This design comes from an exercise in tuning for small area, a short achievable clock period and few clock cycles per item on the open sky130 flow, not from production work.

==> module erf_crc0, before the edit <==
module erf_crc0 (
    input  wire        clk,
    input  wire        rst,
    input  wire        in_valid,
    output reg         in_ready,
    input  wire [1:0]  in_op,
    input  wire [15:0] in_data,
    output reg         out_valid,
    input  wire        out_ready,
    output reg  [15:0] out_crc
);
    localparam [1:0] OP_BUILD  = 2'd0;
    localparam [1:0] OP_SEED   = 2'd1;
    localparam [1:0] OP_BYTE   = 2'd2;
    localparam [1:0] OP_FINISH = 2'd3;
    function [7:1] quot_inv;
        input [15:9] p;
        reg   [7:0]  h;
        integer      d, k;
        begin
            h = 8'h01;
            for (d = 1; d < 8; d = d + 1) begin
                h[d] = 1'b0;
                for (k = 1; k <= d; k = k + 1)
                    h[d] = h[d] ^ (p[16-k] & h[d-k]);
            end
            quot_inv = h[7:1];
        end
    endfunction
    function [15:0] table_of;
        input [15:0] poly;
        input [7:1]  hq;
        input [7:0]  x;
        reg   [7:0]  h;
        reg   [7:0]  q;      
        reg   [15:0] r;
        integer      i, m;
        begin
            h = {hq, 1'b1};
            for (i = 0; i < 8; i = i + 1) begin
                q[7-i] = 1'b0;
                for (m = 0; m <= i; m = m + 1)
                    q[7-i] = q[7-i] ^ (h[i-m] & x[7-m]);
            end
            r = 16'h0000;
            for (i = 0; i < 8; i = i + 1)
                r = r ^ ({16{q[7-i]}} & (poly << (7 - i)));
            table_of = r;
        end
    endfunction
    reg [15:0] poly;
    reg [7:1]  hq;
    reg [15:0] seed;
    reg [15:0] crc_run;
    reg        s_valid;
    reg [1:0]  s_op;
    reg [7:0]  s_x;
    reg        pending;
    wire accept   = in_valid && in_ready;
    wire out_free = !out_valid || out_ready;
    wire fin      = s_valid && s_op == OP_FINISH;
    wire to_out   = pending ? out_ready : (fin && out_free);
    wire restart  = to_out || (s_valid && !s_op[1]);    
    wire step     = s_valid && s_op == OP_BYTE;
    wire [15:0] tx = table_of(poly, hq, s_x);
    reg pending_d, out_valid_d;
    reg [7:0] x_d;
    always @(*) begin
        pending_d = pending ? !out_ready : (fin && !out_free);
        out_valid_d = to_out || (out_valid && !out_ready);
        if (restart)
            x_d = seed[15:8] ^ in_data[7:0];
        else if (step)
            x_d = (crc_run[7:0] ^ in_data[7:0]) ^ tx[15:8];
        else
            x_d = crc_run[15:8] ^ in_data[7:0];
    end
    always @(posedge clk) begin
        if (accept && in_op == OP_BUILD)
            poly <= in_data;
        hq   <= quot_inv(poly[15:9]);
        s_op <= in_op;
        s_x  <= x_d;
        if (to_out)
            out_crc <= crc_run;
    end
    always @(posedge clk) begin
        if (rst) begin
            seed      <= 16'h0000;
            crc_run   <= 16'h0000;
            s_valid   <= 1'b0;
            pending   <= 1'b0;
            out_valid <= 1'b0;
            in_ready  <= 1'b1;
        end else begin
            if (accept && in_op == OP_SEED)
                seed <= in_data;
            s_valid   <= accept;
            pending   <= pending_d;
            out_valid <= out_valid_d;
            in_ready  <= !pending_d &&
                         !(accept && in_op == OP_FINISH && out_valid_d);
            if (restart)
                crc_run <= seed;
            else if (step)
                crc_run <= {crc_run[7:0] ^ tx[15:8], tx[7:0]};
        end
    end
endmodule
clock: 8.0 ns
lec_check: 0
cap_margin: 20
core_margin: 2
core_utilization: 40
place_density: 0.6
slew_margin: 20
synth_memory_max_bits: 8192
standard.sh (not shown) runs the stock make flow with config.mk's settings and CLKGATE_MAP_FILE= SYNTH_SCRIPT=/design/flow/synth_recipe.tcl, a recipe that flattens the netlist after the stock synthesis.
==> flow/flow/run.sh <==
#!/bin/bash
# The standard layout (the standard.sh, unchanged synthesis) with three
# changes to how ORFS builds it:
#   - port buffers use buf_1 instead of the default clkdlybuf4s50_1
#   - clock tree synthesis without dummy loads, with clkbuf_4/clkbuf_8
#     and clusters of up to 30 sinks
set -euo pipefail
export SETUP_SLACK_MARGIN=5.3
export BUFFER_PORTS_ARGS="-buffer_cell sky130_fd_sc_hd__buf_1"
export CTS_ARGS="-sink_clustering_enable -repair_clock_nets -dont_use_dummy_load -buf_list {sky130_fd_sc_hd__clkbuf_4 sky130_fd_sc_hd__clkbuf_8} -sink_clustering_size 30"
bash standard.sh > standard.log 2>&1
==> next run, changes <==
--- a/flow/design.v
+++ b/flow/design.v
@@ -30,12 +30,10 @@
     function [15:0] table_of;
         input [15:0] poly;
-        input [7:1]  hq;
+        input [7:0]  h;
         input [7:0]  x;
-        reg   [7:0]  h;
         reg   [7:0]  q;      
         reg   [15:0] r;
         integer      i, m;
         begin
-            h = {hq, 1'b1};
             for (i = 0; i < 8; i = i + 1) begin
                 q[7-i] = 1'b0;
@@ -63,16 +61,19 @@
     wire restart  = to_out || (s_valid && !s_op[1]);    
     wire step     = s_valid && s_op == OP_BYTE;
-    wire [15:0] tx = table_of(poly, hq, s_x);
+    wire [15:0] tx = table_of(poly, {hq, 1'b1} & {8{step}}, s_x);
+    reg [15:0] run_base;
+    always @(*) begin
+        if (step)
+            run_base = {crc_run[7:0], 8'h00};
+        else if (restart)
+            run_base = seed;
+        else
+            run_base = crc_run;
+    end
+    wire [15:0] run_d = run_base ^ tx;
     reg pending_d, out_valid_d;
-    reg [7:0] x_d;
     always @(*) begin
         pending_d = pending ? !out_ready : (fin && !out_free);
         out_valid_d = to_out || (out_valid && !out_ready);
-        if (restart)
-            x_d = seed[15:8] ^ in_data[7:0];
-        else if (step)
-            x_d = (crc_run[7:0] ^ in_data[7:0]) ^ tx[15:8];
-        else
-            x_d = crc_run[15:8] ^ in_data[7:0];
     end
     always @(posedge clk) begin
@@ -81,5 +82,5 @@
         hq   <= quot_inv(poly[15:9]);
         s_op <= in_op;
-        s_x  <= x_d;
+        s_x  <= (run_base[15:8] ^ in_data[7:0]) ^ tx[15:8];
         if (to_out)
             out_crc <= crc_run;
@@ -101,8 +102,5 @@
             in_ready  <= !pending_d &&
                          !(accept && in_op == OP_FINISH && out_valid_d);
-            if (restart)
-                crc_run <= seed;
-            else if (step)
-                crc_run <= {crc_run[7:0] ^ tx[15:8], tx[7:0]};
+            crc_run   <= run_d;
         end
     end
Outcome: Utilization falls by 5.2 points. Design area falls by 1.4%. Maximum frequency falls by 7.8%. Wire length rises by 5.2%. Area after synthesis rises by 7.9%. Hold slack is worse by 11 ps.
No run of this note included a check of the RTL's function; only the layout flow was run.


Setup of P:
The RTL this note starts from:
==> flow/design.v <==
module erf_crc0 (
    input  wire        clk,
    input  wire        rst,
    input  wire        in_valid,
    output reg         in_ready,
    input  wire [1:0]  in_op,
    input  wire [15:0] in_data,
    output reg         out_valid,
    input  wire        out_ready,
    output reg  [15:0] out_crc
);
    localparam [1:0] OP_BUILD  = 2'd0;
    localparam [1:0] OP_SEED   = 2'd1;
    localparam [1:0] OP_BYTE   = 2'd2;
    localparam [1:0] OP_FINISH = 2'd3;
    function [7:1] quot_inv;
        input [15:9] p;
        reg   [7:0]  h;
        integer      d, k;
        begin
            h = 8'h01;
            for (d = 1; d < 8; d = d + 1) begin
                h[d] = 1'b0;
                for (k = 1; k <= d; k = k + 1)
                    h[d] = h[d] ^ (p[16-k] & h[d-k]);
            end
            quot_inv = h[7:1];
        end
    endfunction
    function [15:0] crc_byte;
        input [15:0] poly;
        input [7:1]  hq;
        input [15:0] crc;
        input [7:0]  b;
        reg   [7:0]  x;
        reg   [7:0]  h;
        reg   [7:0]  q;      
        reg   [15:0] r;
        integer      i, m;
        begin
            x = crc[15:8] ^ b;
            h = {hq, 1'b1};
            for (i = 0; i < 8; i = i + 1) begin
                q[7-i] = 1'b0;
                for (m = 0; m <= i; m = m + 1)
                    q[7-i] = q[7-i] ^ (h[i-m] & x[7-m]);
            end
            r = {crc[7:0], 8'h00};
            for (i = 0; i < 8; i = i + 1)
                r = r ^ ({16{q[7-i]}} & (poly << (7 - i)));
            crc_byte = r;
        end
    endfunction
    reg [15:0] poly;
    reg [7:1]  hq;
    reg [15:0] seed;
    reg [15:0] crc_run;
    reg        s_valid;
    reg [1:0]  s_op;
    reg [7:0]  s_byte;
    reg        pending;
    wire accept   = in_valid && in_ready;
    wire out_free = !out_valid || out_ready;
    wire fin      = s_valid && s_op == OP_FINISH;
    wire to_out   = pending ? out_ready : (fin && out_free);
    wire restart  = to_out || (s_valid && !s_op[1]);    
    wire [15:0] crc_next = crc_byte(poly, hq, crc_run, s_byte);
    reg pending_d, out_valid_d;
    always @(*) begin
        pending_d = pending ? !out_ready : (fin && !out_free);
        out_valid_d = to_out || (out_valid && !out_ready);
    end
    always @(posedge clk) begin
        if (accept && in_op == OP_BUILD)
            poly <= in_data;
        hq     <= quot_inv(poly[15:9]);
        s_op   <= in_op;
        s_byte <= in_data[7:0];
        if (to_out)
            out_crc <= crc_run;
    end
    always @(posedge clk) begin
        if (rst) begin
            seed      <= 16'h0000;
            crc_run   <= 16'h0000;
            s_valid   <= 1'b0;
            pending   <= 1'b0;
            out_valid <= 1'b0;
            in_ready  <= 1'b1;
        end else begin
            if (accept && in_op == OP_SEED)
                seed <= in_data;
            s_valid   <= accept;
            pending   <= pending_d;
            out_valid <= out_valid_d;
            in_ready  <= !pending_d &&
                         !(accept && in_op == OP_FINISH && out_valid_d);
            if (restart)
                crc_run <= seed;
            else if (s_valid && s_op == OP_BYTE)
                crc_run <= crc_next;
        end
    end
endmodule
Settings: LEC_CHECK=0, CAP_MARGIN=20, CORE_MARGIN=2, CORE_UTILIZATION=40, PLACE_DENSITY=0.6, SETUP_SLACK_MARGIN=5, SLEW_MARGIN=20, SYNTH_MEMORY_MAX_BITS=8192; clock period 8.0 ns.
run.sh (not shown) runs the stock make flow with config.mk's settings and CLKGATE_MAP_FILE= SYNTH_SCRIPT=/design/flow/synth_recipe.tcl, a recipe that flattens the netlist after the stock synthesis.
Stock flow here: none of the scripts above is used.
#### Input delta (Q over P)
--- a/flow/design.v
+++ b/flow/design.v
@@ -24,61 +24,66 @@
                 for (k = 1; k <= d; k = k + 1)
                     h[d] = h[d] ^ (p[16-k] & h[d-k]);
             end
             quot_inv = h[7:1];
         end
     endfunction
-    function [15:0] crc_byte;
+    function [15:0] table_of;
         input [15:0] poly;
         input [7:1]  hq;
-        input [15:0] crc;
-        input [7:0]  b;
-        reg   [7:0]  x;
+        input [7:0]  x;
         reg   [7:0]  h;
         reg   [7:0]  q;      
         reg   [15:0] r;
         integer      i, m;
         begin
-            x = crc[15:8] ^ b;
             h = {hq, 1'b1};
             for (i = 0; i < 8; i = i + 1) begin
                 q[7-i] = 1'b0;
                 for (m = 0; m <= i; m = m + 1)
                     q[7-i] = q[7-i] ^ (h[i-m] & x[7-m]);
             end
-            r = {crc[7:0], 8'h00};
+            r = 16'h0000;
             for (i = 0; i < 8; i = i + 1)
                 r = r ^ ({16{q[7-i]}} & (poly << (7 - i)));
-            crc_byte = r;
+            table_of = r;
         end
     endfunction
     reg [15:0] poly;
     reg [7:1]  hq;
     reg [15:0] seed;
     reg [15:0] crc_run;
     reg        s_valid;
     reg [1:0]  s_op;
-    reg [7:0]  s_byte;
+    reg [7:0]  s_x;
     reg        pending;
     wire accept   = in_valid && in_ready;
     wire out_free = !out_valid || out_ready;
     wire fin      = s_valid && s_op == OP_FINISH;
     wire to_out   = pending ? out_ready : (fin && out_free);
     wire restart  = to_out || (s_valid && !s_op[1]);    
-    wire [15:0] crc_next = crc_byte(poly, hq, crc_run, s_byte);
+    wire step     = s_valid && s_op == OP_BYTE;
+    wire [15:0] tx = table_of(poly, hq, s_x);
     reg pending_d, out_valid_d;
+    reg [7:0] x_d;
     always @(*) begin
         pending_d = pending ? !out_ready : (fin && !out_free);
         out_valid_d = to_out || (out_valid && !out_ready);
+        if (restart)
+            x_d = seed[15:8] ^ in_data[7:0];
+        else if (step)
+            x_d = (crc_run[7:0] ^ in_data[7:0]) ^ tx[15:8];
+        else
+            x_d = crc_run[15:8] ^ in_data[7:0];
     end
     always @(posedge clk) begin
         if (accept && in_op == OP_BUILD)
             poly <= in_data;
-        hq     <= quot_inv(poly[15:9]);
-        s_op   <= in_op;
-        s_byte <= in_data[7:0];
+        hq   <= quot_inv(poly[15:9]);
+        s_op <= in_op;
+        s_x  <= x_d;
         if (to_out)
             out_crc <= crc_run;
     end
     always @(posedge clk) begin
         if (rst) begin
             seed      <= 16'h0000;
@@ -94,11 +99,11 @@
             pending   <= pending_d;
             out_valid <= out_valid_d;
             in_ready  <= !pending_d &&
                          !(accept && in_op == OP_FINISH && out_valid_d);
             if (restart)
                 crc_run <= seed;
-            else if (s_valid && s_op == OP_BYTE)
-                crc_run <= crc_next;
+            else if (step)
+                crc_run <= {crc_run[7:0] ^ tx[15:8], tx[7:0]};
         end
     end
 endmodule
Notes after the runs:
Q finished end to end and its layout was clean on timing, DRC and antenna.
Per the comparison of Q with P, core utilization +2.6 points.
Wire length is higher on P
Summary — worst clock skew, Q relative to P: lower, by 0.0044 ns.
Stage delay of the slowest cell on the critical path, P and Q: higher on P
No run of this note included a check of the RTL's function; only the layout flow was run.

[re-timing with driven ports]
How much do the figures lean on ideal ports? The routed layouts below were timed once more, with nothing changed but the port constraints.
Step 1 assumes that a clkbuf_16 drives the clock port and a buf_2 every other input.
Step 2 moves the port delays by t, midway between the first and last clock arrival at a register: inputs arrive t later, outputs are due t later. That takes back most of the time a late clock gives input paths.
Three values: ideal, step 1, step 2; two values: the first two.
| run | t (ns) | slack for setup (ns) | slew at the worst register clock pin (ns) |
|---|---|---|---|
| the first run of note 1 | 0.377 | 5.217 / 5.217 / 4.843 | 0.09 / 0.09 |
| the second run of note 1 | 0.391 | 4.981 / 4.979 / 4.588 | 0.09 / 0.09 |
| P | 0.370 | 5.085 / 5.085 / 4.755 | 0.07 / 0.07 |
| Q | 0.368 | 5.128 / 5.093 / 4.823 | 0.06 / 0.06 |
After both steps every run listed still meets setup and hold. The setup slack of the second run of note 1, which loses most, moves by -0.002 ns with the drivers and by -0.393 ns with both steps.
